This design comes from an exercise in tuning for small area, a short achievable clock period and few clock cycles on the open sky130 flow, not from production work.
Where RTL was checked, it was by simulation tests only, not by an equivalence proof against the original.
Function not checked in runs 1 to 4: the RTL went through the layout flow alone.

[design/flow/config.mk]
export PLATFORM = sky130hd
export DESIGN_NAME = codex32_cks
export DESIGN_NICKNAME = codex32_cks
export VERILOG_FILES = /design/flow/design.v
export SDC_FILE = /design/flow/constraint.sdc
export NUM_CORES = 4
export LEC_CHECK = 0
export CAP_MARGIN = 20
export CORE_MARGIN = 2
export CORE_UTILIZATION = 60
export SETUP_SLACK_MARGIN = 1.8
export SLEW_MARGIN = 20
[design/flow/constraint.sdc]
create_clock -name core_clock -period 4.0 [get_ports {clk}]
set_input_delay 0.8000 -clock core_clock [delete_from_list [all_inputs] [get_ports {clk}]]
set_output_delay 0.8000 -clock core_clock [all_outputs]
set_load 0.01 [all_outputs]
[design/flow/run.sh]
#!/bin/bash
# synth_recipe.tcl (not shown) runs the flow's synth.tcl, then flattens the netlist and writes it again
# the make line also repeats each setting of config.mk as NAME=value (left out here)
make -C /OpenROAD-flow-scripts/flow DESIGN_CONFIG=/design/flow/config.mk WORK_HOME=/design/flow/orfs CLKGATE_MAP_FILE= SYNTH_SCRIPT=/design/flow/synth_recipe.tcl finish
[design/flow/design.v]
module codex32_cks (
    input  wire        clk,
    input  wire        rst,
    input  wire        cmd_valid,
    output wire        cmd_ready,
    input  wire [15:0] cmd_word,
    input  wire        cmd_empty,
    input  wire        in_valid,
    output wire        in_ready,
    input  wire [7:0]  in_data,
    input  wire        in_last,
    output wire        out_valid,
    input  wire        out_ready,
    output wire [7:0]  out_data,
    output wire        out_last,
    output wire [3:0]  out_status
);
    localparam [64:0] GS0 = 65'h19dc500ce73fde210;
    localparam [64:0] GS1 = 65'h1bfae00def77fe529;
    localparam [64:0] GS2 = 65'h1fbd920fffe7bee52;
    localparam [64:0] GS3 = 65'h1739640bdeee3fdad;
    localparam [64:0] GS4 = 65'h07729a039cfc75f5a;
    localparam [64:0] TS  = 65'h10ce0795c2fd1e62a;
    localparam [64:0] IS  = 65'h23181b3;
    localparam [64:0] IAS = 65'h11899c7f0c7127e48;    
    localparam [74:0] GL0 = 75'h3d59d273535ea62d897;
    localparam [74:0] GL1 = 75'h7a9becb6361c6c51507;
    localparam [74:0] GL2 = 75'h543f9b7e6c38d8a2a0e;
    localparam [74:0] GL3 = 75'h0c577eaeccf1990d13c;
    localparam [74:0] GL4 = 75'h1887f74f8dc71b10651;
    localparam [74:0] TL  = 75'h43381e570bf4798ab26;
    localparam [74:0] IL  = 75'h23181b3;
    localparam [74:0] IAL = 75'h6f4b3a330a74687026c;   
    localparam [1:0] OP_PMODS  = 2'd0;
    localparam [1:0] OP_PMODL  = 2'd1;
    localparam [1:0] OP_CKSUM  = 2'd2;
    localparam [1:0] OP_VERIFY = 2'd3;
    reg         cr;           
    reg         sv;           
    reg  [1:0]  s_op;
    reg         s_aug, s_ill, s_emp;
    reg         fr;           
    reg         ir;           
    reg         cur;          
    reg         fin;          
    reg         crd;          
    reg         efin;         
    reg         pv;           
    reg  [4:0]  psym;
    reg         pbig;         
    reg         plast;
    reg  [4:0]  sh;           
    reg  [1:0]  op;
    reg         aug;          
    reg         ill;
    reg         bad;
    reg  [6:0]  len;          
    reg  [64:0] res_s;
    reg  [74:0] res_l;
    reg         ov;           
    reg  [4:0]  od;           
    reg         olast;
    reg  [1:0]  ost;
    reg  [3:0]  nx;           
    reg         rlong;        
    reg         rone;         
    wire dec_legal = (cmd_word == 16'h4000) || (cmd_word == 16'h4001) ||
                     (cmd_word == 16'h5000) || (cmd_word == 16'h6000);
    wire [1:0] dec_op = cmd_word[13] ? OP_VERIFY :
                        cmd_word[12] ? OP_CKSUM  :
                        cmd_word[0]  ? OP_PMODL  : OP_PMODS;
    wire cmd_fire = cmd_valid && cr;
    wire start    = sv && fr;                 
    wire in_fire  = in_valid  && ir;
    wire out_fire = ov && out_ready;
    wire pe       = pv && cur;                
    wire [4:0]  slo    = psym & {5{pe & ~aug}};
    wire [4:0]  fs     = res_s[64:60] ^ sh;
    wire [4:0]  fl     = res_l[74:70] ^ sh;
    wire [64:0] step_s = {res_s[59:0], slo}
                       ^ (GS0 & {65{fs[0]}}) ^ (GS1 & {65{fs[1]}}) ^ (GS2 & {65{fs[2]}})
                       ^ (GS3 & {65{fs[3]}}) ^ (GS4 & {65{fs[4]}});
    wire [74:0] step_l = {res_l[69:0], slo}
                       ^ (GL0 & {75{fl[0]}}) ^ (GL1 & {75{fl[1]}}) ^ (GL2 & {75{fl[2]}})
                       ^ (GL3 & {75{fl[3]}}) ^ (GL4 & {75{fl[4]}});
    wire fin_go    = fin && !ov;
    wire fault     = ill | bad;
    wire vok       = !fault && (((len <= 7'd93) && res_s == TS) ||
                                (len[6] && len[5] && res_l == TL));
    wire nbad      = bad | pbig;
    wire k_long    = (op == OP_PMODL) || (aug && (len >= 7'd80));
    wire k_one     = ill || nbad || (op == OP_VERIFY);
    wire e_long    = !ill && (op == OP_PMODL);
    wire e_one     = ill || (op == OP_VERIFY);
    wire [4:0] tgt_l = ({5{nx == 4'd0}} & 5'd16)
                     | ({5{nx == 4'd1}} & 5'd25)
                     | ({5{nx == 4'd2}} & 5'd24)
                     | ({5{nx == 4'd3}} & 5'd3)
                     | ({5{nx == 4'd4}} & 5'd25)
                     | ({5{nx == 4'd5}} & 5'd11)
                     | ({5{nx == 4'd6}} & 5'd16)
                     | ({5{nx == 4'd7}} & 5'd23)
                     | ({5{nx == 4'd8}} & 5'd29)
                     | ({5{nx == 4'd9}} & 5'd3)
                     | ({5{nx == 4'd10}} & 5'd25)
                     | ({5{nx == 4'd11}} & 5'd17)
                     | ({5{nx == 4'd12}} & 5'd10)
                     | ({5{nx == 4'd13}} & 5'd25)
                     | ({5{nx == 4'd14}} & 5'd6);
    wire [4:0] tgt_s = ({5{nx == 4'd0}} & 5'd16)
                     | ({5{nx == 4'd1}} & 5'd25)
                     | ({5{nx == 4'd2}} & 5'd24)
                     | ({5{nx == 4'd3}} & 5'd3)
                     | ({5{nx == 4'd4}} & 5'd25)
                     | ({5{nx == 4'd5}} & 5'd11)
                     | ({5{nx == 4'd6}} & 5'd16)
                     | ({5{nx == 4'd7}} & 5'd23)
                     | ({5{nx == 4'd8}} & 5'd29)
                     | ({5{nx == 4'd9}} & 5'd3)
                     | ({5{nx == 4'd10}} & 5'd25)
                     | ({5{nx == 4'd11}} & 5'd17)
                     | ({5{nx == 4'd12}} & 5'd10);
    wire [4:0] tgt   = rlong ? tgt_l : tgt_s;
    wire [4:0] src_s = fin ? res_s[64:60] : res_s[59:55];
    wire [4:0] src_l = fin ? res_l[74:70] : res_l[69:65];
    wire [4:0] grp   = (rlong ? src_l : src_s) ^ (tgt & {5{aug}});
    wire       nlast = rlong ? (nx == 4'd14) : (nx == 4'd12);
    wire       adv   = out_fire && !olast;       
    wire       r_en  = pe || adv;
    wire       last_pe  = pe && plast;
    wire       ov_next  = fin_go || (ov && !(out_fire && olast));
    wire       early_fr = last_pe && k_one && !ov_next;
    wire       pv_next  = in_fire || (pv && !pe);
    wire       cur_next = (cur && !last_pe) || (start && !s_emp);
    wire       om       = (fin && !rone) || (ov && !olast);
    wire       ld       = fin_go || adv;         
    wire       clr      = nlast || (fin && rone);
    wire [4:0] od_new   = (fin && rone) ? {4'd0, vok} : grp;
    wire [4:0] psym_nx  = in_fire ? in_data[4:0] : psym;
    wire       aug_nx   = start ? s_aug : aug;
    wire [4:0] top_r    = rlong ? res_l[74:70] : res_s[64:60];
    wire [4:0] sec_r    = rlong ? res_l[69:65] : res_s[59:55];
    assign cmd_ready  = cr;
    assign in_ready   = ir;
    assign out_valid  = ov;
    assign out_data   = {3'b000, od};
    assign out_last   = olast;
    assign out_status = {2'b00, ost};
    always @(posedge clk) begin
        if (start) begin
            res_s <= s_aug ? IAS : IS;
            res_l <= s_aug ? IAL : IL;
        end else if (r_en) begin
            res_s <= step_s;
            res_l <= step_l;
        end
        if (!om)
            sh <= psym_nx & {5{aug_nx}};
        else if (adv)
            sh <= sec_r;
        else
            sh <= top_r;
        if (cmd_fire) begin
            s_op  <= dec_op;
            s_aug <= cmd_word[12];
            s_ill <= !dec_legal;
            s_emp <= cmd_empty;
        end
        if (start) begin
            op  <= s_op;
            aug <= s_aug;
            ill <= s_ill;
            bad <= 1'b0;
            len <= 7'd0;
        end else if (pe) begin
            bad <= nbad;
            if (!(len[6] & len[5]))
                len <= len + 7'd1;
        end
        if (in_fire) begin
            psym  <= in_data[4:0];
            pbig  <= |in_data[7:5];
            plast <= in_last;
        end
        if (last_pe) begin
            rlong <= k_long;
            rone  <= k_one;
        end else if (efin) begin
            rlong <= e_long;
            rone  <= e_one;
        end
        if (fin_go)
            ost <= ill ? 2'd1 : (bad ? 2'd2 : 2'd0);
        if (ld) begin
            od    <= od_new;
            olast <= clr;
        end
        if (rst) begin
            cr  <= 1'b1;
            sv  <= 1'b0;
            fr  <= 1'b1;
            ir  <= 1'b1;
            cur <= 1'b0;
            fin <= 1'b0;
            crd <= 1'b0;
            efin <= 1'b0;
            pv  <= 1'b0;
            ov  <= 1'b0;
            nx  <= 4'd0;
        end else begin
            pv  <= pv_next;
            cur <= cur_next;
            ir  <= !pv_next || cur_next;
            efin <= start && s_emp;
            sv   <= (sv && !start) || cmd_fire;
            cr   <= !((sv && !start) || cmd_fire);
            fin <= last_pe || efin || (fin && !fin_go);
            ov  <= ov_next;
            if (early_fr)
                crd <= 1'b1;
            else if (fin_go)
                crd <= 1'b0;
            if (early_fr || (fin_go && rone && !crd) || (adv && nlast))
                fr <= 1'b1;
            else if (start)
                fr <= 1'b0;
            if (ld)
                nx <= clr ? 4'd0 : nx + 4'd1;
        end
    end
endmodule
==> impl_metrics.yaml, run 1 <==
worst_setup_path:
  cp-end-kind: "flip-flop"
  cp-start-kind: "flip-flop"
  worstSetupPathType: "reg -> reg"
  critPathSlowestCell: "or4_1"
  critPathBufInv: 0
  path_delay_family: "simple AND/OR/NAND/NOR gates"
  cp.required_ns: 4.25
  cp_max_fo: 2
  path_cells: "nor4bb_4 -> nand4_1 -> or4_1 -> nor4_2 -> a32oi_1 -> o41ai_1"
  cp.arrival_ns: 2.61
  slowest_delay_ns: 0.56
timing:
  maxSlewHeadroom_pct: 48.71
  fmax_mhz: 423.1
  setup_violations: 0
  fin_tns_setup_ns: 0
  tightest_slew_ns: 0.7623
  clock_skew_ns: 0.01117
  finalWorstSetupSlack_ns: 1.637
  hold_viol: 0
  post-route-period-util_pct: 59.09
  grt_setup_unrepaired: "yes"
  slew_viol_final: 0
  period_needed_ns: 2.363
clocking:
  cts_made_buffers: 17
  insertion_delay_ns: 0.44
  htree_num_levels: 4
  cts_root_buf: "clkbuf_16"
  cts_tree: "done"
  clk_pin_slew_ns: 0.07
  cts.sinks: 193
  clockBufferDepth: 2
die:
  io_pins: 47
  die_y_um: 132.4
  start_util_pct: 61.86
  num_rows: 46
  core_region_area_um2: 16000
  die_area_um2: 17540
  die_x_um: 132.4
synth:
  synth_top_area_share_pct: 48.54
  syn_area_per_cell_um2: 11.97
  synth.area.top_cells: "edfxtp_1 (49%), xnor2_1 (8.9%), xor2_1 (7.0%), dfxtp_1 (6.7%), o21ai_0 (4.2%)"
  yosysWarnings: 1
  synth_async_sr_flop_share_pct: 0
  synth_commonest_cells: "edfxtp_1 (160), xnor2_1 (101), nor2_1 (84)"
  ys.flop_type: "edfxtp_1"
  synth-edff-count: 160
  synth_seq_area_share_pct: 55.21
  yosysMostFrequentCell: "edfxtp_1"
  syn_inst: 827
  synth.distinct_cells: 51
  syn_area_um2: 9898
  yosys.area.top_type: "edfxtp_1"
  synth-seq-cells: 193
routing:
  wl_per_cell_um: 21.82
  avgViaCountPerCell: 5.916
  drc: 0
  num_vias: 6845
  routed_wl_um: 25240
  first_pass_iters: 6
  drtIter0Drc: 741
  ant_nets: 0
worst_hold_path:
  hold_path.class: "reg -> reg"
global_routing:
  overflow: 0
  met1_usage_pct: 37.31
  antenna_found_initial: 0
  met2_usage_pct: 48.07
  grt_pass1_vias: 6588
  grt_max_degree: 143
  grt_pass1_wl_um: 37670
  grt_usage_pct: 28.74
  grtUsageMet3_pct: 6.245
  grt.busiest_layer: "met2"
placed_design:
  dp.cells: 1060
  pre_cts_ws_ns: 1.216
  io_buffer_count: 41
  gp_congestion: 0.9054
  place_hpwl_um: 15980
job:
  drv_cap: 0
final_layout:
  drive_above_1_share_pct: 17.98
  fin_cells: 1157
  areaGrowthSynthToFinish_pct: 23.45
  nets: 965
  finish.utilization_pct: 76.37
outcome:
  status: "finished clean"
-- cells in the final DEF, fill, tap and decap left out, types with 12 or more instances in the layout --
master	Yosys	layout
xnor2_1	101	91
nand4_1	14	14
edfxtp_1	160	160
inv_1	18	17
nand2_1	56	54
buf_4	5	49
xnor2_4	3	17
a21oi_1	19	19
xor2_4	5	12
clkbuf_16	0	18
nor2_1	84	84
buf_12	0	16
xor2_1	79	70
o21ai_0	83	76
clkdlybuf4s50_1	0	39
dfxtp_1	33	32
-- worst paths after layout --
check,end,start,slack (ns),depth (start not counted)
worst min-delay path,ill,s_ill,0.41,0
worst max register to register,od[0],res_s[30],1.64,6
worst min register to register,ill,s_ill,0.41,0
worst max-delay path,od[0],res_s[30],1.64,6
-- sequential cells by signal (all words and copies together) (netlist names), 4 cells and up --
signal / flops
od: 5
res_l: 75
nx: 4
sh: 5
res_s: 65
len: 7
psym: 5
-- worst reg2reg max path: stages (launching register included) --
cell	delay (ns)
edfxtp_1	0.43
nor4bb_4	0.37
nand4_1	0.13
or4_1	0.56
nor4_2	0.25
a32oi_1	0.15
o41ai_1	0.28
-- per-stage QoR --
| stage | hold WS [ns] | cell area, um^2 |
|---|---|---|
| after floorplan | 0.4003 | 9947 |
| after CTS | 0.4158 | 11770 |
| after global routing | 0.4184 | 12220 |
| after global placement | 0.4089 | 10560 |
| final | 0.4135 | 12220 |
| after detailed placement | 0.4063 | 10560 |
-- final cells by class --
cell class	count	area, um^2
Fill cell	1033	3781
Antenna cell	1	2.502
Clock inverter	8	50.05
Sequential cell	193	5466
Multi-Input combinational cell	585	4702
Inverter	18	68.82
Timing Repair Buffer	112	1166
Tap cell	216	270.3
Clock buffer	24	493.0
-- logic make-up (layout without fill, tap and decap cells) --
family                   Yosys count  count (layout)  synth area share (%)
multiplexers                      19              19                 2.756
adder cells (fa/ha/maj)            7               7                0.8848
other                              1               6               0.03789
AO/OA/AOI/OAI                    130             130                 7.155
XOR/XNOR                         206             206                 21.11
buffers and inverters             54             162                 2.250
AND/OR/NAND/NOR                  217             218                 10.59
flip-flops                       193             193                 55.21
-- metal layers --
| layer | routed length (um) | vias up |
|---|---|---|
| met2 | 12620 | 299 |
| met3 | 1636 | 62 |
| met5 | 0 | - |
| met1 | 10030 | 3379 |
| met4 | 951 | 0 |
| li1 | - | 3105 |
-- timing repair --
item	4_1_cts	5_1_grt
hold buffers	0	0
gates resized for setup	34	35
setup endpoints to repair	221	64
cloned	1	0
pin swaps	15	19
buffers inserted	36	27
==> inputs of run 2 (changes only) <==
--- a/design/flow/config.mk
+++ b/design/flow/config.mk
@@ -9,4 +9,4 @@
 export CORE_MARGIN = 2
 export CORE_UTILIZATION = 60
-export SETUP_SLACK_MARGIN = 1.8
+export SETUP_SLACK_MARGIN = 2.0
 export SLEW_MARGIN = 20
==> run 2 against run 1 <==
Net effect: global-route usage rose by 2.3 points; still clean on timing, DRC and antenna; non-clock buffer count rose by 62; sequential cell count did not move.
==> impl_metrics.yaml, run 2 <==
synth:
  synth-edff-count: 160
  syn_inst: 827
  syn_area_um2: 9898
  yosys.area.top_type: "edfxtp_1"
  synth.area.top_cells: "edfxtp_1 (49%), xnor2_1 (8.9%), xor2_1 (7.0%), dfxtp_1 (6.7%), o21ai_0 (4.2%)"
  synth-seq-cells: 193
  ys.flop_type: "edfxtp_1"
  syn_area_per_cell_um2: 11.97
  synth_commonest_cells: "edfxtp_1 (160), xnor2_1 (101), nor2_1 (84)"
  yosysWarnings: 1
  synth_async_sr_flop_share_pct: 0
  yosysMostFrequentCell: "edfxtp_1"
  synth_seq_area_share_pct: 55.21
  synth_top_area_share_pct: 48.54
  synth.distinct_cells: 51
placed_design:
  gp_congestion: 0.9034
  pre_cts_ws_ns: 1.286
  io_buffer_count: 41
  dp.cells: 1060
  place_hpwl_um: 16290
  place_area_um2: 10720
global_routing:
  grt_max_degree: 82
  overflow: 0
  grt_usage_pct: 31.02
  antenna_found_initial: 0
  grt_pass1_wl_um: 40590
  grt_pass1_vias: 7061
routing:
  ant_nets: 0
  drc: 0
  drtIter0Drc: 937
  avgViaCountPerCell: 6.258
  wl_per_cell_um: 25.16
  routed_wl_um: 30650
  first_pass_iters: 5
  num_vias: 7622
worst_setup_path:
  worstSetupPathType: "reg -> reg"
  r2r_setup_slack_ns: 1.71
  cp.required_ns: 4.25
  cp-start-kind: "flip-flop"
  cp-end-kind: "flip-flop"
  path_cells: "nor4bb_1 -> nand4_1 -> nor4_1 -> a32oi_2 -> o41ai_2"
  cp_max_fo: 4
  cp.arrival_ns: 2.54
  slowest_delay_ns: 0.60
  critPathSlowestCell: "edfxtp_1"
die:
  die_area_um2: 17540
  core_region_area_um2: 16000
  num_rows: 46
  io_pins: 47
  die_x_um: 132.4
  die_y_um: 132.4
  start_util_pct: 61.86
final_layout:
  num_antenna_cells: 0
  regMostFlops: "res_l"
  reg_top3: "res_l x75, res_s x65, len x7"
  finish.utilization_pct: 84.22
  final_common_cell: "edfxtp_1"
  layout_common_cells: "edfxtp_1 (160), nor2_1 (83), buf_4 (80)"
  nFillCells: 804
  drive_above_1_share_pct: 28.94
  largest_reg_flops: 75
  final_area_um2: 13480
  areaGrowthSynthToFinish_pct: 36.14
  fin_cells: 1218
  nets: 1027
timing:
  maxSlewHeadroom_pct: 46.32
  post-route-period-util_pct: 57.25
  clock_skew_ns: 0.009134
  fin_tns_setup_ns: 0
  finalWorstSetupSlack_ns: 1.710
  period_needed_ns: 2.290
  setup_violations: 0
  slew_viol_final: 0
  grt_setup_unrepaired: "yes"
  tightest_slew_ns: 0.7999
  fmax_mhz: 436.7
  hold_viol: 0
clocking:
  cts_made_buffers: 17
  cts.sinks: 193
  cts_root_buf: "clkbuf_16"
  insertion_delay_ns: 0.45
  clockBufferDepth: 2
  clk_pin_slew_ns: 0.07
  htree_num_levels: 4
  cts_tree: "done"
outcome:
  status: "finished clean"
job:
  drv_cap: 0
worst_hold_path:
  hold_path.class: "reg -> reg"
run 2: cell counts after synthesis:
Identical to the previous run, type by type.
run 2: per-layer routing:
layer | wire length (um) | share of wire (%) | GRT usage [%]
met5 | 0 | 0 | 0
met2 | 15460 | 50 | 51.07
met1 | 11060 | 36 | 40.62
met4 | 1835 | 6.0 | 12.84
met3 | 2289 | 7.5 | 6.054
run 2: timing repair:
item,4_1_cts,5_1_grt
endpoints found under the setup margin,270,195
resized for setup,84,123
gates cloned,2,2
setup buffers,75,47
hold buffers,0,0
pin swaps,36,64
run 2: worst max-delay path, delay by kind of cell, from the launching register on:
kind             cells  cell delay [ns]
AND/OR/NAND/NOR      3             1.13
flip-flops           1             0.60
AO/OA/AOI/OAI        2             0.38
run 2: worst paths after layout:
check | from | end | cells after the start
worst max-delay path | res_s[56] | od[0] | 5
worst min-delay path | s_ill | ill | 0
worst max register to register | res_s[56] | od[0] | 5
worst min register to register | s_ill | ill | 0
run 2: cell type report:
| type | instances | area (um^2) | share of cell area (%) |
|---|---|---|---|
| clock buffer | 20 | 456.7 | 3.389 |
| multi-input combinational | 585 | 5223 | 38.76 |
| clock inverter | 12 | 130.1 | 0.9656 |
| inverter | 18 | 68.82 | 0.5107 |
| sequential | 193 | 5473 | 40.61 |
| timing repair buffer | 174 | 1854 | 13.76 |
| tap | 216 | 270.3 | 2.006 |
run 2: metrics by stage:
step	hold WS [ns]
after floorplan	0.4003
after global placement	0.4054
after detailed placement	0.4072
after CTS	0.4229
after global routing	0.4261
final	0.4216
run 2: cell families after synthesis:
family,count (synthesis),synth area share [%]
AO/OA/AOI/OAI,130,7.155
XOR/XNOR,206,21.11
adder cells (fa/ha/maj),7,0.8848
buffers and inverters,54,2.250
flip-flops,193,55.21
multiplexers,19,2.756
other,1,0.03789
AND/OR/NAND/NOR,217,10.59
==> inputs of run 3 (changes only) <==
--- a/design/flow/design.v
+++ b/design/flow/design.v
@@ -45,4 +45,7 @@
     reg         fin;          
     reg         crd;          
+    reg         pre;          
+    reg         vok_r;
+    reg  [1:0]  st_r;
     reg         efin;         
     reg         pv;           
@@ -136,5 +139,5 @@
     wire       ld       = fin_go || adv;         
     wire       clr      = nlast || (fin && rone);
-    wire [4:0] od_new   = (fin && rone) ? {4'd0, vok} : grp;
+    wire [4:0] od_new   = (fin && rone) ? {4'd0, vok_r} : grp;
     wire [4:0] psym_nx  = in_fire ? in_data[4:0] : psym;
     wire       aug_nx   = start ? s_aug : aug;
@@ -190,6 +193,10 @@
             rone  <= e_one;
         end
+        if (pre) begin
+            vok_r <= vok;
+            st_r  <= ill ? 2'd1 : (bad ? 2'd2 : 2'd0);
+        end
         if (fin_go)
-            ost <= ill ? 2'd1 : (bad ? 2'd2 : 2'd0);
+            ost <= rone ? st_r : 2'd0;    
         if (ld) begin
             od    <= od_new;
@@ -205,4 +212,5 @@
             crd <= 1'b0;
             efin <= 1'b0;
+            pre  <= 1'b0;
             pv  <= 1'b0;
             ov  <= 1'b0;
@@ -215,5 +223,6 @@
             sv   <= (sv && !start) || cmd_fire;
             cr   <= !((sv && !start) || cmd_fire);
-            fin <= last_pe || efin || (fin && !fin_go);
+            pre <= (last_pe && k_one) || efin;
+            fin <= (last_pe && !k_one) || pre || (fin && !fin_go);
             ov  <= ov_next;
             if (early_fr)
==> run 3 against run 2 <==
Net effect: final cell count increased by 2.3%; setup slack gained 0.028 ns; hold slack better by 0.0046 ns; global-route usage up 0.39 points; critical path type unchanged; highest routed layer unchanged; clock-buffer cell count is 2 higher; wire length decreased by 4.0%; still clean on timing, DRC and antenna; sequential share of layout area rose by 1.2 points.
==> impl_metrics.yaml, run 3 <==
placed_design:
  gp_congestion: 0.8509
  place_hpwl_um: 17040
  io_buffer_count: 41
  dp.cells: 1107
clocking:
  cts_made_buffers: 17
  htree_num_levels: 4
  insertion_delay_ns: 0.45
  cts_tree: "done"
  cts_root_buf: "clkbuf_16"
  clk_pin_slew_ns: 0.07
  clockBufferDepth: 2
  ctsHoldBuffers: 0
  cts.sinks: 197
global_routing:
  antenna_found_initial: 0
  grt_pass1_wl_um: 42050
  overflow: 0
  grt_max_degree: 78
  grt_pass1_vias: 7435
  grt_usage_pct: 31.40
worst_setup_path:
  reg2reg_depth: 7
  cp.arrival_ns: 2.58
  cp-end-kind: "flip-flop"
  r2r_end: "res_s[61]"
  cp-start-kind: "flip-flop"
  r2r_setup_slack_ns: 1.74
  cp_max_fo: 6
  reg2reg_from: "res_s[63]"
  cp.required_ns: 4.32
  worstSetupPathType: "reg -> reg"
final_layout:
  reg_top3: "res_l x75, res_s x65, len x7"
  fin_cells: 1246
  finish.utilization_pct: 80.35
  nets: 1051
  final_common_cell: "edfxtp_1"
  areaGrowthSynthToFinish_pct: 30.56
  layout_common_cells: "edfxtp_1 (163), nand2_1 (78), buf_4 (71)"
  largest_reg_flops: 75
  drive_above_1_share_pct: 26.90
  regMostFlops: "res_l"
  num_antenna_cells: 0
routing:
  first_pass_iters: 7
  num_vias: 7620
  avgViaCountPerCell: 6.116
  routed_wl_um: 29430
  drtIter0Drc: 809
  wl_per_cell_um: 23.62
  drc: 0
  ant_nets: 0
die:
  die_y_um: 134.7
  die_area_um2: 18130
  die_x_um: 134.7
  start_util_pct: 61.54
  num_rows: 47
  core_region_area_um2: 16640
  io_pins: 47
synth:
  ys.flop_type: "edfxtp_1"
  synth_async_sr_flop_share_pct: 0
  synth.distinct_cells: 60
  syn_area_um2: 10240
  yosysMostFrequentCell: "edfxtp_1"
  synth.area.top_cells: "edfxtp_1 (48%), xor2_1 (7.2%), dfxtp_1 (6.6%), xnor2_1 (5.9%), nand2_1 (3.0%)"
  synth-edff-count: 163
  syn_inst: 867
  syn_area_per_cell_um2: 11.81
  synth_seq_area_share_pct: 54.43
  yosysWarnings: 1
  synth_top_area_share_pct: 47.79
  synth-seq-cells: 197
  yosys.area.top_type: "edfxtp_1"
  synth_commonest_cells: "edfxtp_1 (163), xor2_1 (84), nand2_1 (81)"
timing:
  period_needed_ns: 2.262
  post-route-period-util_pct: 56.56
  grt_setup_unrepaired: "yes"
  slew_viol_final: 0
  clock_skew_ns: 0.01313
  setup_violations: 0
  maxSlewHeadroom_pct: 57.66
  fin_tns_setup_ns: 0
  fmax_mhz: 442.0
  tightest_slew_ns: 0.6309
  hold_viol: 0
outcome:
  status: "finished clean"
worst_hold_path:
  holdPathStages: 0
  hold_path.class: "reg -> reg"
  hp-start: "s_op[0]"
  min_to: "op[0]"
job:
  drv_cap: 0
## run 3: cell types whose count changed after synthesis, sizes merged, moves of 6 or more
cell	previous run	this run
or2	3	17
and2	3	11
a21o	5	13
nand2	56	81
nor2	84	68
nor3	2	15
xnor2	117	84
a21oi	19	27
xor2	89	95
o21ai	87	68
## run 3: layout make-up
type	instances	area, um^2
Sequential cell	197	5585
Multi-Input combinational cell	625	5240
Fill cell	923	3269
Timing Repair Buffer	155	1615
Clock buffer	22	510.5
Tap cell	220	275.3
Clock inverter	10	77.57
Inverter	17	68.82
## run 3: worst max-delay path by stage
stage               startpoint   endpoint  slack, ns  cells past startpoint
floorplan            out_ready   res_l[0]       1.14                      2
global placement     out_ready  res_s[61]       0.95                      4
detailed placement   out_ready  res_s[63]       0.89                      4
CTS                  res_s[63]  res_s[61]       1.81                      7
global route         res_s[63]  res_s[61]       1.71                      7
finish               res_s[63]  res_s[61]       1.74                      7
## run 3: what timing repair did
item                                    CTS  global route
setup buffers                            76            27
gates resized for setup                  69            66
endpoints found under the setup margin  290           133
cloned                                    3             1
pin swaps                                33            44
## run 3: per-layer routing
layer,share of wire [%],vias to the layer above,GRT usage (%)
met4,4.6,0,15.03
met3,6.8,91,5.781
met1,38,3779,39.75
met2,51,397,52.48
li1,-,3353,-
met5,0,-,0
## run 3: kinds of logic after synthesis
| logic type | after synthesis | synth area share (%) |
|---|---|---|
| mux | 18 | 2.578 |
| simple gates | 284 | 14.27 |
| xor+xnor | 182 | 18.79 |
| compound gates | 126 | 6.939 |
| fa+ha+maj | 7 | 0.8551 |
| flops | 197 | 54.43 |
| buf+inv | 52 | 2.101 |
| other cells | 1 | 0.03661 |
## run 3: worst max-delay path, cell delays in order (launching register included)
cell	delay [ns]
edfxtp_1	0.53
xnor2_4	0.25
xnor3_2	0.52
xnor2_4	0.18
buf_12	0.15
buf_6	0.11
or3_1	0.32
nand2_1	0.08
## run 3: stage by stage
stage	cell area [um^2]	setup slack [ns]	hold slack [ns]
6_report	13370	1.738	0.4262
5_1_grt	13370	1.714	0.4281
4_1_cts	12760	1.806	0.4237
3_5_place_dp	11030	0.8877	0.4074
3_3_place_gp	11030	0.9493	0.4053
2_1_floorplan	10400	1.142	0.4003
==> inputs of run 4 (changes only) <==
--- a/design/flow/config.mk
+++ b/design/flow/config.mk
@@ -9,4 +9,4 @@
 export CORE_MARGIN = 2
 export CORE_UTILIZATION = 60
-export SETUP_SLACK_MARGIN = 2.0
+export SETUP_SLACK_MARGIN = 1.8
 export SLEW_MARGIN = 20
==> run 4 against run 3 <==
Net effect: synthesized area stayed put; wire length decreased by 9.1%; critical path depth unchanged; synthesized cell count is the same; hold slack worse by 0.0013 ns; via count shrank 6.0%; final cell count fell by 4.3%; utilization fell by 5.7 points.
==> impl_metrics.yaml, run 4 <==
outcome:
  status: "finished clean"
timing:
  clock_skew_ns: 0.01141
  grt_setup_unrepaired: "yes"
  fmax_mhz: 452.1
  setup_violations: 0
  hold_viol: 0
  post-route-period-util_pct: 55.30
  tightest_slew_ns: 0.6684
  fin_tns_setup_ns: 0
  slew_viol_final: 0
  period_needed_ns: 2.212
  finalWorstSetupSlack_ns: 1.788
  maxSlewHeadroom_pct: 54.29
global_routing:
  grt_usage_pct: 29.92
  overflow: 0
  antenna_found_initial: 0
  grt_pass1_wl_um: 40210
  grt_pass1_vias: 7048
  grt_max_degree: 51
synth:
  yosys.area.top_type: "edfxtp_1"
  synth-edff-count: 163
  syn_area_per_cell_um2: 11.81
  synth.distinct_cells: 60
  synth-seq-cells: 197
  syn_area_um2: 10240
  synth.area.top_cells: "edfxtp_1 (48%), xor2_1 (7.2%), dfxtp_1 (6.6%), xnor2_1 (5.9%), nand2_1 (3.0%)"
  synth_commonest_cells: "edfxtp_1 (163), xor2_1 (84), nand2_1 (81)"
  synth_seq_area_share_pct: 54.43
  syn_inst: 867
  yosysMostFrequentCell: "edfxtp_1"
  ys.flop_type: "edfxtp_1"
  yosysWarnings: 1
  synth_top_area_share_pct: 47.79
  synth_async_sr_flop_share_pct: 0
routing:
  drt-met1-wl_um: 10700
  wl_met2_um: 13380
  avgViaCountPerCell: 6.007
  drc: 0
  wl_per_cell_um: 22.45
  routed_wl_um: 26760
  wl_met3_um: 1700
  top_layer: "met4"
  drtIter0Drc: 769
  first_pass_iters: 8
  num_vias: 7160
  ant_nets: 0
die:
  die_y_um: 134.7
  start_util_pct: 61.54
  die_area_um2: 18130
  num_rows: 47
  io_pins: 47
  die_x_um: 134.7
  core_region_area_um2: 16640
final_layout:
  fin_cells: 1192
  final_common_cell: "edfxtp_1"
  regMostFlops: "res_l"
  areaGrowthSynthToFinish_pct: 21.28
  reg_top3: "res_l x75, res_s x65, len x7"
  layout_common_cells: "edfxtp_1 (163), nand2_1 (80), xor2_1 (80)"
  nets: 997
  num_antenna_cells: 0
  largest_reg_flops: 75
  final_area_um2: 12420
  drive_above_1_share_pct: 18.11
clocking:
  cts_tree: "done"
  clk_pin_slew_ns: 0.08
  clockBufferDepth: 2
  htree_num_levels: 4
  cts_root_buf: "clkbuf_16"
  insertion_delay_ns: 0.45
  cts.sinks: 197
  ctsHoldBuffers: 0
  cts_made_buffers: 17
placed_design:
  place_area_um2: 10890
  dp.cells: 1105
  gp_congestion: 0.8971
  pre_cts_ws_ns: 1.298
  io_buffer_count: 41
  place_hpwl_um: 17100
worst_setup_path:
  cp-start-kind: "flip-flop"
  cp_max_fo: 11
  cp.arrival_ns: 2.38
  cp.required_ns: 4.17
  worstSetupPathType: "reg -> reg"
  cp-end-kind: "flip-flop"
job:
  drv_cap: 0
worst_hold_path:
  hold_path.class: "reg -> reg"
[run 4: cell counts after synthesis]
Identical to the previous run, type by type.
[run 4: logic make-up (layout without fill, tap and decap cells)]
group                      after synthesis  after routing  synth area share (%)
muxes                                   18             18                 2.578
and+or+nand+nor                        284            284                 14.27
adders and majority gates                7              7                0.8551
AOI/OAI and AO/OA                      126            126                 6.939
other                                    1              5               0.03661
buffers and inverters                   52            153                 2.101
xor gates and xnor gates               182            182                 18.79
DFF                                    197            197                 54.43
[run 4: final cells by class]
cell class,instances,area [um^2]
Clock inverter,15,158.9
Timing Repair Buffer,104,1084
Fill cell,1079,4220
Inverter,17,68.82
Multi-Input combinational cell,622,4830
Tap cell,220,275.3
Clock buffer,17,425.4
Sequential cell,197,5580
[run 4: critical path: stages (launching register included)]
cell	delay [ns]
edfxtp_1	0.51
xor2_2	0.21
buf_12	0.18
xor2_4	0.19
buf_12	0.15
xor3_2	0.44
xnor2_2	0.16
o21ai_1	0.08
[run 4: worst paths after layout]
path         startpoint         to  slack (ns)  cells past startpoint
max           res_l[72]  res_l[45]        1.79                      7
min             s_op[1]      op[1]        0.42                      0
max reg2reg   res_l[72]  res_l[45]        1.79                      7
min reg2reg     s_op[1]      op[1]        0.42                      0
[run 4: timing repair]
| action | CTS | global route |
|---|---|---|
| setup endpoints to repair | 187 | 62 |
| setup buffers | 34 | 20 |
| pin swaps | 17 | 11 |
| resized for setup | 32 | 22 |
| cloned | 1 | 0 |
[run 4: stage by stage]
stage	hold WS, ns	util, %
5_1_grt	0.4503	74.64
2_1_floorplan	0.4003	-
3_5_place_dp	0.4084	65.44
3_3_place_gp	0.4085	65.44
4_1_cts	0.4262	72.57
6_report	0.4249	74.64
[run 4: layer usage]
| layer | up-vias | GRT usage (%) |
|---|---|---|
| met1 | 3512 | 39.83 |
| met5 | - | 0 |
| li1 | 3243 | - |
| met3 | 76 | 5.818 |
| met2 | 329 | 50.23 |
| met4 | 0 | 8.830 |
==> inputs of run 5 (changes only) <==
--- a/design/flow/design.v
+++ b/design/flow/design.v
@@ -53,5 +53,5 @@
     reg         pbig;         
     reg         plast;
-    reg  [4:0]  sh;           
+    reg  [4:0]  fsr, flr;     
     reg  [1:0]  op;
     reg         aug;          
@@ -79,6 +79,6 @@
     wire pe       = pv && cur;                
     wire [4:0]  slo    = psym & {5{pe & ~aug}};
-    wire [4:0]  fs     = res_s[64:60] ^ sh;
-    wire [4:0]  fl     = res_l[74:70] ^ sh;
+    wire [4:0]  fs     = fsr;
+    wire [4:0]  fl     = flr;
     wire [64:0] step_s = {res_s[59:0], slo}
                        ^ (GS0 & {65{fs[0]}}) ^ (GS1 & {65{fs[1]}}) ^ (GS2 & {65{fs[2]}})
@@ -142,4 +142,9 @@
     wire [4:0] psym_nx  = in_fire ? in_data[4:0] : psym;
     wire       aug_nx   = start ? s_aug : aug;
+    wire       olast_nx = ld ? clr : olast;
+    wire [4:0] tops_nx  = start ? (s_aug ? IAS[64:60] : IS[64:60]) :
+                          r_en  ? step_s[64:60] : res_s[64:60];
+    wire [4:0] topl_nx  = start ? (s_aug ? IAL[74:70] : IL[74:70]) :
+                          r_en  ? step_l[74:70] : res_l[74:70];
     wire [4:0] top_r    = rlong ? res_l[74:70] : res_s[64:60];
     wire [4:0] sec_r    = rlong ? res_l[69:65] : res_s[59:55];
@@ -158,10 +163,11 @@
             res_l <= step_l;
         end
-        if (!om)
-            sh <= psym_nx & {5{aug_nx}};
-        else if (adv)
-            sh <= sec_r;
-        else
-            sh <= top_r;
+        if (ov_next && !olast_nx) begin
+            fsr <= 5'd0;
+            flr <= 5'd0;
+        end else begin
+            fsr <= tops_nx ^ (psym_nx & {5{aug_nx}});
+            flr <= topl_nx ^ (psym_nx & {5{aug_nx}});
+        end
         if (cmd_fire) begin
             s_op  <= dec_op;
==> run 5 against run 4 <==
Net effect: register-to-register slack better by 0.09 ns; non-clock buffer count is 47 lower; setup slack gained 0.061 ns; largest cell class unchanged.
==> impl_metrics.yaml, run 5 <==
worst_hold_path:
  hold_path.class: "reg -> reg"
  holdPathStages: 0
worst_setup_path:
  path_delay_family: "buffers and inverters"
  path_cells: "clkdlybuf4s50_1"
  cp-end-kind: "output port"
  worstSetupPathType: "reg -> out"
  cp.arrival_ns: 1.35
  cp.depth: 1
  critPathSlowestCell: "clkdlybuf4s50_1"
  cp_max_fo: 1
  reg2reg_depth: 7
  cp-start-kind: "flip-flop"
  critPathBufInv: 1
  cp.required_ns: 3.20
  slowest_delay_ns: 0.53
global_routing:
  antenna_found_initial: 0
  grt_usage_pct: 28.53
  grt_pass1_vias: 7001
  grt_max_degree: 76
  overflow: 0
  grt_pass1_wl_um: 39710
die:
  die_y_um: 136.2
  io_pins: 47
  die_x_um: 136.2
  die_area_um2: 18550
  num_rows: 48
  core_region_area_um2: 17180
  start_util_pct: 61.06
synth:
  ys.flop_type: "edfxtp_1"
  synth_async_sr_flop_share_pct: 0
  synth-seq-cells: 202
  synth_top_area_share_pct: 46.38
  synth_commonest_cells: "edfxtp_1 (162), xnor2_1 (101), nor2_1 (93)"
  synth.distinct_cells: 67
  yosysWarnings: 1
  synth-edff-count: 162
  yosysMostFrequentCell: "edfxtp_1"
  yosys.area.top_type: "edfxtp_1"
  syn_inst: 918
  syn_area_um2: 10490
  syn_area_per_cell_um2: 11.43
  synth_seq_area_share_pct: 54.01
  synth.area.top_cells: "edfxtp_1 (46%), xnor2_1 (8.4%), dfxtp_1 (7.6%), xor2_1 (5.5%), nor2_1 (3.3%)"
clocking:
  cts.sinks: 202
  ctsHoldBuffers: 0
  cts_tree: "done"
  insertion_delay_ns: 0.50
  htree_num_levels: 1
  cts_made_buffers: 23
  clk_pin_slew_ns: 0.06
  clockBufferDepth: 3
  cts_root_buf: "clkbuf_16"
final_layout:
  nets: 991
  final_common_cell: "edfxtp_1"
  areaGrowthSynthToFinish_pct: 13.71
  num_antenna_cells: 0
  finish.utilization_pct: 69.43
  regMostFlops: "res_l"
  drive_above_1_share_pct: 10.84
  layout_common_cells: "edfxtp_1 (162), xnor2_1 (98), nor2_1 (91)"
  reg_top3: "res_l x75, res_s x65, len x7"
  largest_reg_flops: 75
  final_area_um2: 11930
placed_design:
  io_buffer_count: 41
  place_area_um2: 11000
  place_hpwl_um: 17760
  gp_congestion: 0.8731
timing:
  post-route-period-util_pct: 53.79
  setup_violations: 0
  tightest_slew_ns: 0.7711
  slew_viol_final: 0
  fmax_mhz: 464.8
  fin_tns_setup_ns: 0
  period_needed_ns: 2.151
  whs_ns: 0.4149
  clock_skew_ns: 0.009534
  hold_viol: 0
  maxSlewHeadroom_pct: 48.59
  grt_setup_unrepaired: "yes"
routing:
  ant_nets: 0
  wl_per_cell_um: 21.87
  first_pass_iters: 6
  num_vias: 7156
  routed_wl_um: 26120
  drc: 0
  avgViaCountPerCell: 5.993
  drtIter0Drc: 651
outcome:
  status: "finished clean"
job:
  drv_cap: 0
==> run 5: changes by cell type after synthesis, moves of 7 or more <==
| cell | delta |
|---|---|
| nand2_1 | +10 |
| a21oi_1 | +38 |
| xnor2_1 | +32 |
| nor2_1 | +25 |
| o21ai_1 | -8 |
| xor2_2 | -7 |
| xnor2_2 | -10 |
| xor2_1 | -18 |
| o21ai_0 | -31 |
| a21o_1 | -9 |
==> run 5: final cells by class <==
| type | count | area, um^2 |
|---|---|---|
| clock buffer | 28 | 614.3 |
| clock inverter | 13 | 92.59 |
| fill | 1278 | 5250 |
| inverter | 19 | 73.82 |
| multi-input combinational | 650 | 4624 |
| sequential | 202 | 5675 |
| tap | 225 | 281.5 |
| timing repair buffer | 57 | 564.3 |
==> run 5: through the flow <==
| stage | worst slack (ns) | cells |
|---|---|---|
| 2_1_floorplan | 1.841 | 922 |
| 5_1_grt | 1.778 | 1194 |
| 3_5_place_dp | 1.014 | 1144 |
| 3_3_place_gp | 1.074 | 1144 |
| 4_1_cts | 1.799 | 1188 |
| 6_report | 1.849 | 1194 |
==> run 5: repair_timing <==
action                     4_1_cts  5_1_grt
gates cloned                     1        1
gates resized for setup         20       18
hold endpoints to repair         0        0
setup endpoints to repair      157      104
buffers inserted                 2        5
pin swaps                        2        4
==> run 5: kinds of logic after synthesis <==
group	count (synthesis)	share of synthesized area, %
xor gates and xnor gates	184	17.91
AOI/OAI and AO/OA	126	6.955
and+or+nand+nor	313	14.85
muxes	13	1.849
other	1	0.03575
adders and majority gates	7	0.8350
buffers and inverters	72	3.555
DFF	202	54.01
==> run 5: final timing paths <==
path | from | endpoint | slack, ns
setup / recovery | od[0] | out_data[0] | 1.85
hold / removal | s_op[1] | op[1] | 0.41
setup reg to reg | sv | flr[1] | 1.88
hold reg to reg | s_op[1] | op[1] | 0.41
==> run 5: per-layer routing <==
metal	routed length, um	vias to the layer above	GRT usage, %
met5	0	-	0
met4	817	0	10.71
met3	1789	51	4.288
met2	12370	282	45.09
met1	11140	3533	40.20
li1	-	3290	-
Testbench counts of run 5, summed over its fixed seeds: cycles 29,858.
==> inputs of run 6 (changes only) <==
--- a/design/flow/config.mk
+++ b/design/flow/config.mk
@@ -9,4 +9,4 @@
 export CORE_MARGIN = 2
 export CORE_UTILIZATION = 60
-export SETUP_SLACK_MARGIN = 1.8
+export SETUP_SLACK_MARGIN = 2.4
 export SLEW_MARGIN = 20
==> run 6 against run 5 <==
Net effect: synthesized cell count is the same; setup slack improved by 0.073 ns; utilization is 15 points higher; sequential share of layout area decreased by 8.2 points; via count rose by 19%; cell area up 22%; die area unchanged; final cell count is 12% higher; register-to-register slack better by 0.04 ns; first-iteration DRC count rose by 52%; critical path depth increased by 4; largest cell class unchanged; sequential cell count is the same.
==> impl_metrics.yaml, run 6 <==
synth:
  yosysWarnings: 1
  synth_commonest_cells: "edfxtp_1 (162), xnor2_1 (101), nor2_1 (93)"
  synth_top_area_share_pct: 46.38
  synth.area.top_cells: "edfxtp_1 (46%), xnor2_1 (8.4%), dfxtp_1 (7.6%), xor2_1 (5.5%), nor2_1 (3.3%)"
  synth_async_sr_flop_share_pct: 0
  yosysMostFrequentCell: "edfxtp_1"
  yosys.area.top_type: "edfxtp_1"
  synth-seq-cells: 202
  syn_inst: 918
  syn_area_um2: 10490
  syn_area_per_cell_um2: 11.43
  synth-edff-count: 162
  synth.distinct_cells: 67
  ys.flop_type: "edfxtp_1"
  synth_seq_area_share_pct: 54.01
die:
  io_pins: 47
  start_util_pct: 61.06
  die_y_um: 136.2
  die_x_um: 136.2
  core_region_area_um2: 17180
  num_rows: 48
  die_area_um2: 18550
timing:
  period_needed_ns: 2.078
  setup_violations: 0
  fmax_mhz: 481.2
  hold_viol: 0
  post-route-period-util_pct: 51.95
  clock_skew_ns: 0.02605
  maxSlewHeadroom_pct: 56.33
  tightest_slew_ns: 0.6448
  grt_setup_unrepaired: "yes"
  fin_tns_setup_ns: 0
  slew_viol_final: 0
worst_hold_path:
  hold_path.class: "reg -> reg"
  hp-start: "s_ill"
clocking:
  cts.sinks: 202
  insertion_delay_ns: 0.53
  htree_num_levels: 1
  clockBufferDepth: 3
  cts_made_buffers: 22
  clk_pin_slew_ns: 0.06
  cts_root_buf: "clkbuf_16"
  cts_tree: "done"
final_layout:
  largest_reg_flops: 75
  final_common_cell: "edfxtp_1"
  final_area_um2: 14540
  nets: 1135
  regMostFlops: "res_l"
  areaGrowthSynthToFinish_pct: 38.66
  drive_above_1_share_pct: 33.33
  nFillCells: 839
  layout_common_cells: "edfxtp_1 (162), nor2_1 (88), buf_4 (86)"
  reg_top3: "res_l x75, res_s x65, len x7"
  num_antenna_cells: 0
routing:
  wl_per_cell_um: 25.36
  avgViaCountPerCell: 6.368
  first_pass_iters: 5
  drc: 0
  ant_nets: 0
  drtIter0Drc: 991
  num_vias: 8521
  routed_wl_um: 33940
placed_design:
  gp_congestion: 0.8904
  io_buffer_count: 41
  place_area_um2: 11200
  place_hpwl_um: 18050
worst_setup_path:
  cp-start-kind: "flip-flop"
  startpoint: "res_s[58]"
  cp-end-kind: "flip-flop"
  cp_max_fo: 3
  reg2reg_from: "res_s[58]"
  cp.arrival_ns: 2.43
  cp.required_ns: 4.35
  worstSetupPathType: "reg -> reg"
outcome:
  status: "finished clean"
job:
  drv_cap: 0
global_routing:
  grt_pass1_vias: 7894
  grt_pass1_wl_um: 45600
  grt_usage_pct: 33.08
  antenna_found_initial: 0
  grt_max_degree: 60
  overflow: 0
## run 6: cell count changes in the layout (fill, tap and decap cells not counted), sizes merged
cell	delta
a21oi	+1
buf	+147
bufinv	+2
clkbuf	+4
clkdlybuf4s15	+3
clkdlybuf4s50	-16
clkinv	+3
clkinvlp	-2
dlymetal6s2s	+1
inv	-1
nand2	+2
## run 6: cells by family (layout without fill, tap and decap cells)
logic type / count (synthesis) / in the layout / synth area share (%)
and+or+nand+nor: 313 / 317 / 14.85
DFF: 202 / 202 / 54.01
AOI/OAI and AO/OA: 126 / 127 / 6.955
xor gates and xnor gates: 184 / 184 / 17.91
buffers and inverters: 72 / 258 / 3.555
muxes: 13 / 13 / 1.849
other: 1 / 5 / 0.03575
adders and majority gates: 7 / 7 / 0.8350
## run 6: path summary, 6_finish.rpt
kind                 to  slack [ns]  cells past startpoint
hold reg to reg     ill        0.42                      0
setup reg to reg  vok_r        1.92                      5
hold / removal      ill        0.42                      0
setup / recovery  vok_r        1.92                      5
## run 6: layout make-up
| cell class | count | area, um^2 | share of cell area (%) |
|---|---|---|---|
| Clock buffer | 25 | 583.1 | 4.009 |
| Clock inverter | 15 | 155.1 | 1.067 |
| Inverter | 19 | 88.84 | 0.6108 |
| Multi-Input combinational cell | 653 | 5513 | 37.90 |
| Sequential cell | 202 | 5734 | 39.43 |
| Tap cell | 225 | 281.5 | 1.936 |
| Timing Repair Buffer | 199 | 2188 | 15.05 |
## run 6: repair_timing
item,CTS,global route
hold buffers,0,0
gates resized for setup,203,108
pin swaps,56,81
buffers inserted,95,43
gates cloned,5,10
setup endpoints to repair,320,206
## run 6: worst max-delay path: stages (launching register included)
cell and delay, ns:
edfxtp_1 0.47, nor4bb_1 0.47, nand4_1 0.16, nor3_1 0.27
nand4_1 0.24, a211oi_1 0.30
## run 6: metrics by stage
step | hold slack (ns) | instances | worst slack [ns] | util, %
after floorplan | 0.4003 | 922 | 1.849 | -
after global placement | 0.4057 | 1145 | 1.106 | 65.20
after detailed placement | 0.4128 | 1145 | 1.085 | 65.20
after CTS | 0.4265 | 1285 | 2.109 | 78.44
after global routing | 0.4371 | 1338 | 1.871 | 84.67
final | 0.4234 | 1338 | 1.922 | 84.67
## run 6: layer usage
metal  global-route usage [%]  share of wire [%]  vias to the layer above
met5                        0                  0                        -
met3                    4.288                8.7                      144
met4                    13.02                5.6                        0
met2                    55.11                 49                      557
li1                         -                  -                     3596
met1                    44.36                 37                     4224
==> inputs of run 7 (changes only) <==
--- a/design/flow/config.mk
+++ b/design/flow/config.mk
@@ -9,4 +9,4 @@
 export CORE_MARGIN = 2
 export CORE_UTILIZATION = 60
-export SETUP_SLACK_MARGIN = 2.4
+export SETUP_SLACK_MARGIN = 2.2
 export SLEW_MARGIN = 20
==> run 7 against run 6 <==
Net effect: still clean on timing, DRC and antenna; sequential cell count stayed put; wire length is 12% lower; synthesized cell count stayed put; final cell count fell by 5.6%; critical path type unchanged.
==> impl_metrics.yaml, run 7 <==
synth:
  syn_area_per_cell_um2: 11.43
  yosys.area.top_type: "edfxtp_1"
  synth.area.top_cells: "edfxtp_1 (46%), xnor2_1 (8.4%), dfxtp_1 (7.6%), xor2_1 (5.5%), nor2_1 (3.3%)"
  ys.flop_type: "edfxtp_1"
  synth_commonest_cells: "edfxtp_1 (162), xnor2_1 (101), nor2_1 (93)"
  synth_seq_area_share_pct: 54.01
  synth_async_sr_flop_share_pct: 0
  synth_top_area_share_pct: 46.38
  synth.distinct_cells: 67
  synth-edff-count: 162
  synth-seq-cells: 202
  syn_area_um2: 10490
  syn_inst: 918
  yosysWarnings: 1
  yosysMostFrequentCell: "edfxtp_1"
worst_setup_path:
  r2r_end: "vok_r"
  r2r_setup_slack_ns: 2.02
  critPathSlowestCell: "edfxtp_1"
  path_delay_family: "simple AND/OR/NAND/NOR gates"
  slowest_delay_ns: 0.48
  cp-end-kind: "flip-flop"
  critPathBufInv: 0
  path_cells: "nor4b_2 -> nand4_1 -> nor4_2 -> nand3_2 -> a211oi_2"
  startpoint: "res_l[71]"
  cp.depth: 5
  cp-start-kind: "flip-flop"
  cp.required_ns: 4.36
  cp_max_fo: 3
  worstSetupPathType: "reg -> reg"
  cp.arrival_ns: 2.33
  reg2reg_from: "res_l[71]"
  reg2reg_depth: 5
  crit_end: "vok_r"
die:
  num_rows: 48
  io_pins: 47
  start_util_pct: 61.06
  die_area_um2: 18550
  die_y_um: 136.2
  core_region_area_um2: 17180
  die_x_um: 136.2
timing:
  fin_tns_setup_ns: 0
  period_needed_ns: 1.976
  slew_viol_final: 0
  hold_viol: 0
  post-route-period-util_pct: 49.39
  grt_setup_unrepaired: "yes"
  fmax_mhz: 506.2
  whs_ns: 0.4257
  maxSlewHeadroom_pct: 58.87
  setup_violations: 0
  tightest_slew_ns: 0.6014
  clock_skew_ns: 0.007117
  finalWorstSetupSlack_ns: 2.024
job:
  drv_cap: 0
routing:
  wl_met3_um: 2498
  drtIter0Drc: 760
  first_pass_iters: 5
  drc: 0
  ant_nets: 0
  routed_wl_um: 29780
  top_layer: "met4"
  avgViaCountPerCell: 6.109
  wl_met2_um: 14470
  num_vias: 7716
  drt-met1-wl_um: 11590
  wl_per_cell_um: 23.57
final_layout:
  drive_above_1_share_pct: 24.86
  nets: 1059
  layout_common_cells: "edfxtp_1 (162), xnor2_1 (92), nor2_1 (89)"
  largest_reg_flops: 75
  num_antenna_cells: 0
  areaGrowthSynthToFinish_pct: 25.40
  fin_cells: 1263
  regMostFlops: "res_l"
  reg_top3: "res_l x75, res_s x65, len x7"
  final_common_cell: "edfxtp_1"
placed_design:
  dp.cells: 1146
  place_hpwl_um: 17610
  io_buffer_count: 41
  gp_congestion: 0.8581
  pre_cts_ws_ns: 1.063
clocking:
  clockBufferDepth: 3
  cts_root_buf: "clkbuf_16"
  ctsHoldBuffers: 0
  htree_num_levels: 1
  cts_made_buffers: 23
  cts_tree: "done"
  insertion_delay_ns: 0.52
  cts.sinks: 202
  clk_pin_slew_ns: 0.06
global_routing:
  antenna_found_initial: 0
  overflow: 0
  grt_max_degree: 56
  grt_usage_pct: 31.69
  grt_pass1_vias: 7598
  grt_pass1_wl_um: 43750
worst_hold_path:
  hold_path.class: "reg -> reg"
  hp-start: "s_op[0]"
outcome:
  status: "finished clean"
run 7: layer usage:
layer	vias to the layer above	track usage, %
met2	401	51.76
met5	-	0
met1	3795	41.71
li1	3437	-
met4	0	13.25
met3	83	6.040
run 7: cells by family after synthesis:
family                     Yosys count  share of synthesized area, %
buffers and inverters               72                         3.555
xor gates and xnor gates           184                         17.91
DFF                                202                         54.01
muxes                               13                         1.849
other                                1                       0.03575
AOI/OAI and AO/OA                  126                         6.955
adders and majority gates            7                        0.8350
and+or+nand+nor                    313                         14.85
run 7: cell type report:
class | instances | area [um^2]
Multi-Input combinational cell | 651 | 5062
Tap cell | 225 | 281.5
Inverter | 19 | 73.82
Sequential cell | 202 | 5719
Clock buffer | 31 | 678.2
Fill cell | 1092 | 4024
Timing Repair Buffer | 124 | 1251
Clock inverter | 11 | 86.33
run 7: worst register-to-register path: stages, from the launching register on:
cell	delay, ns
edfxtp_1	0.48
nor4b_2	0.35
nand4_1	0.18
nor4_2	0.33
nand3_2	0.20
a211oi_2	0.27
run 7: timing repair:
| action | in CTS | in global routing |
|---|---|---|
| resized for setup | 152 | 49 |
| pin swaps | 23 | 16 |
| endpoints found under the setup margin | 283 | 77 |
| gates cloned | 6 | 2 |
| buffers inserted | 49 | 18 |
| endpoints found under the hold margin | 0 | 0 |
run 7: worst min-delay path by stage:
stage / endpoint / slack, ns / cells after the start
6_report: op[0] / 0.43 / 0
5_1_grt: op[1] / 0.45 / 0
4_1_cts: op[0] / 0.43 / 0
3_5_place_dp: op[0] / 0.41 / 0
3_3_place_gp: op[1] / 0.41 / 0
2_1_floorplan: ill / 0.40 / 0
run 7: per-stage QoR:
step	cell area, um^2	util (%)
floorplan	10550	-
global placement	11030	64.23
CTS	12740	74.20
detailed placement	11030	64.23
finish	13150	76.57
global route	13150	76.57
==> inputs of run 8 (changes only) <==
--- a/design/flow/config.mk
+++ b/design/flow/config.mk
@@ -9,4 +9,4 @@
 export CORE_MARGIN = 2
 export CORE_UTILIZATION = 60
-export SETUP_SLACK_MARGIN = 2.2
+export SETUP_SLACK_MARGIN = 2.0
 export SLEW_MARGIN = 20
==> run 8 against run 7 <==
Net effect: first-iteration DRC count is 8.7% lower; global-route usage is 2.4 points lower; non-clock buffer count is 37 lower; synthesized area stayed put; sequential cell count stayed put; critical endpoint unchanged.
==> impl_metrics.yaml, run 8 <==
synth:
  synth.distinct_cells: 67
  synth_top_area_share_pct: 46.38
  yosys.area.top_type: "edfxtp_1"
  synth-edff-count: 162
  synth-seq-cells: 202
  ys.flop_type: "edfxtp_1"
  syn_area_per_cell_um2: 11.43
  yosysMostFrequentCell: "edfxtp_1"
  synth_seq_area_share_pct: 54.01
  syn_inst: 918
  yosysWarnings: 1
  syn_area_um2: 10490
  synth_async_sr_flop_share_pct: 0
  synth.area.top_cells: "edfxtp_1 (46%), xnor2_1 (8.4%), dfxtp_1 (7.6%), xor2_1 (5.5%), nor2_1 (3.3%)"
  synth_commonest_cells: "edfxtp_1 (162), xnor2_1 (101), nor2_1 (93)"
final_layout:
  drive_above_1_share_pct: 16.42
  regMostFlops: "res_l"
  nFillCells: 1255
  nets: 1022
  largest_reg_flops: 75
  num_antenna_cells: 0
  multiInputGateArea_um2: 4800
  reg_top3: "res_l x75, res_s x65, len x7"
  areaGrowthSynthToFinish_pct: 17.79
  layout_common_cells: "edfxtp_1 (162), xnor2_1 (95), nor2_1 (91)"
  register_area_um2: 5694
  final_common_cell: "edfxtp_1"
global_routing:
  grt_pass1_wl_um: 40820
  grt_pass1_vias: 7086
  overflow: 0
  grt_max_degree: 86
  grt_usage_pct: 29.25
  antenna_found_initial: 0
timing:
  hold_viol: 0
  clock_skew_ns: 0.007538
  tightest_slew_ns: 0.7321
  setup_violations: 0
  whs_ns: 0.4142
  post-route-period-util_pct: 51.03
  fin_tns_setup_ns: 0
  period_needed_ns: 2.041
  maxSlewHeadroom_pct: 50.84
  grt_setup_unrepaired: "yes"
  slew_viol_final: 0
  fmax_mhz: 489.9
routing:
  drc: 0
  num_vias: 7424
  ant_nets: 0
  avgViaCountPerCell: 6.065
  wl_per_cell_um: 22.14
  first_pass_iters: 6
  routed_wl_um: 27100
  drtIter0Drc: 694
die:
  die_y_um: 136.2
  start_util_pct: 61.06
  num_rows: 48
  core_region_area_um2: 17180
  die_x_um: 136.2
  die_area_um2: 18550
  io_pins: 47
outcome:
  status: "finished clean"
clocking:
  ctsHoldBuffers: 0
  clockBufferDepth: 3
  cts.sinks: 202
  htree_num_levels: 1
  cts_tree: "done"
  insertion_delay_ns: 0.50
  clk_pin_slew_ns: 0.06
  cts_root_buf: "clkbuf_16"
  cts_made_buffers: 23
worst_setup_path:
  path_cells: "nor4b_1 -> nand2_1 -> nor3_1 -> nand3_2 -> a211oi_2"
  cp_max_fo: 2
  slowest_delay_ns: 0.49
  cp.arrival_ns: 2.37
  worstSetupPathType: "reg -> reg"
  critPathSlowestCell: "nor4b_1"
  cp-end-kind: "flip-flop"
  cp.required_ns: 4.33
  critPathBufInv: 0
  cp-start-kind: "flip-flop"
  reg2reg_from: "res_l[21]"
  path_delay_family: "simple AND/OR/NAND/NOR gates"
  startpoint: "res_l[21]"
placed_design:
  io_buffer_count: 41
  gp_congestion: 0.8890
  place_hpwl_um: 17340
worst_hold_path:
  hp-start: "s_op[0]"
  hold_path.class: "reg -> reg"
job:
  drv_cap: 0
-- run 8: cell counts after synthesis --
No cell type changed its count.
-- run 8: kinds of logic (layout without fill, tap and decap cells) --
| kind of cell | Yosys count | in the layout | share of synthesized area [%] |
|---|---|---|---|
| XOR/XNOR | 184 | 184 | 17.91 |
| other | 1 | 5 | 0.03575 |
| AO/OA/AOI/OAI | 126 | 126 | 6.955 |
| multiplexers | 13 | 13 | 1.849 |
| flip-flops | 202 | 202 | 54.01 |
| AND/OR/NAND/NOR | 313 | 316 | 14.85 |
| adder cells (fa/ha/maj) | 7 | 7 | 0.8350 |
| buffers and inverters | 72 | 146 | 3.555 |
-- run 8: path summary, 6_finish.rpt --
| path | end | slack (ns) | cells after the start |
|---|---|---|---|
| setup / recovery | vok_r | 1.96 | 5 |
| hold / removal | op[0] | 0.41 | 0 |
| setup reg to reg | vok_r | 1.96 | 5 |
| hold reg to reg | op[0] | 0.41 | 0 |
-- run 8: what timing repair did --
action / CTS / global route
cloned: 3 / 0
endpoints found under the setup margin: 283 / 37
resized for setup: 59 / 32
pin swaps: 9 / 8
setup buffers: 20 / 18
-- run 8: final cells by class --
| class | count | share of cell area (%) |
|---|---|---|
| Sequential cell | 202 | 46.09 |
| Multi-Input combinational cell | 651 | 38.85 |
| Timing Repair Buffer | 87 | 6.704 |
| Clock buffer | 37 | 5.327 |
| Clock inverter | 3 | 0.1519 |
| Tap cell | 225 | 2.279 |
| Inverter | 19 | 0.5975 |
-- run 8: metrics by stage --
step	instance area, um^2	util (%)	setup WS (ns)	cells
after floorplan	10540	-	1.849	922
after global placement	11000	64.04	1.063	1143
after detailed placement	11000	64.04	1.000	1143
after CTS	12070	70.27	1.882	1206
after global routing	12350	71.93	1.952	1224
final	12350	71.93	1.959	1224
-- run 8: layer usage --
layer  part of all wire [%]  global-route usage, %  wire, um  up-vias
li1                       -                      -         -     3356
met1                     41                  39.98     11100     3657
met2                     48                  46.90     13010      338
met3                    7.1                  4.810      1925       73
met4                    4.0                  11.86      1071        0
met5                      0                      0         0        -

==> afterwards: timing with drivers on the ports <==
Ports are ideal in the flow. The routed layouts listed here were re-timed in OpenROAD. Step 1, drivers: a clkbuf_16 drives clk and a buf_2 each remaining input, both assumed. Step 2 moves the port delays by t, midway between the first and last clock arrival at a register: inputs arrive t later, outputs are due t later. That takes back most of the time a late clock gives input paths. Slacks: ideal / step 1 / step 2; pairs: ideal / step 1.
run	t, ns	slack for setup (ns)	worst hold slack (ns)	worst slew at a driven data input, ns
run 1	0.473	1.637 / 1.637 / 1.422	0.414 / 0.414 / 0.414	0.04
run 2	0.482	1.710 / 1.710 / 1.551	0.422 / 0.422 / 0.422	0.05
run 3	0.483	1.738 / 1.738 / 1.570	0.426 / 0.426 / 0.426	0.04
run 4	0.487	1.788 / 1.788 / 1.532	0.425 / 0.425 / 0.425	0.04
run 5	0.540	1.849 / 1.805 / 1.348	0.415 / 0.415 / 0.415	0.03
run 6	0.554	1.922 / 1.922 / 1.746	0.423 / 0.423 / 0.423	0.03
run 7	0.565	2.024 / 2.024 / 1.782	0.426 / 0.426 / 0.426	0.04
run 8	0.537	1.959 / 1.959 / 1.569	0.414 / 0.414 / 0.414	0.04
After both steps every run listed still meets setup and hold. The setup slack of run 5, which loses most, moves by -0.044 ns with the drivers and by -0.501 ns with both steps.
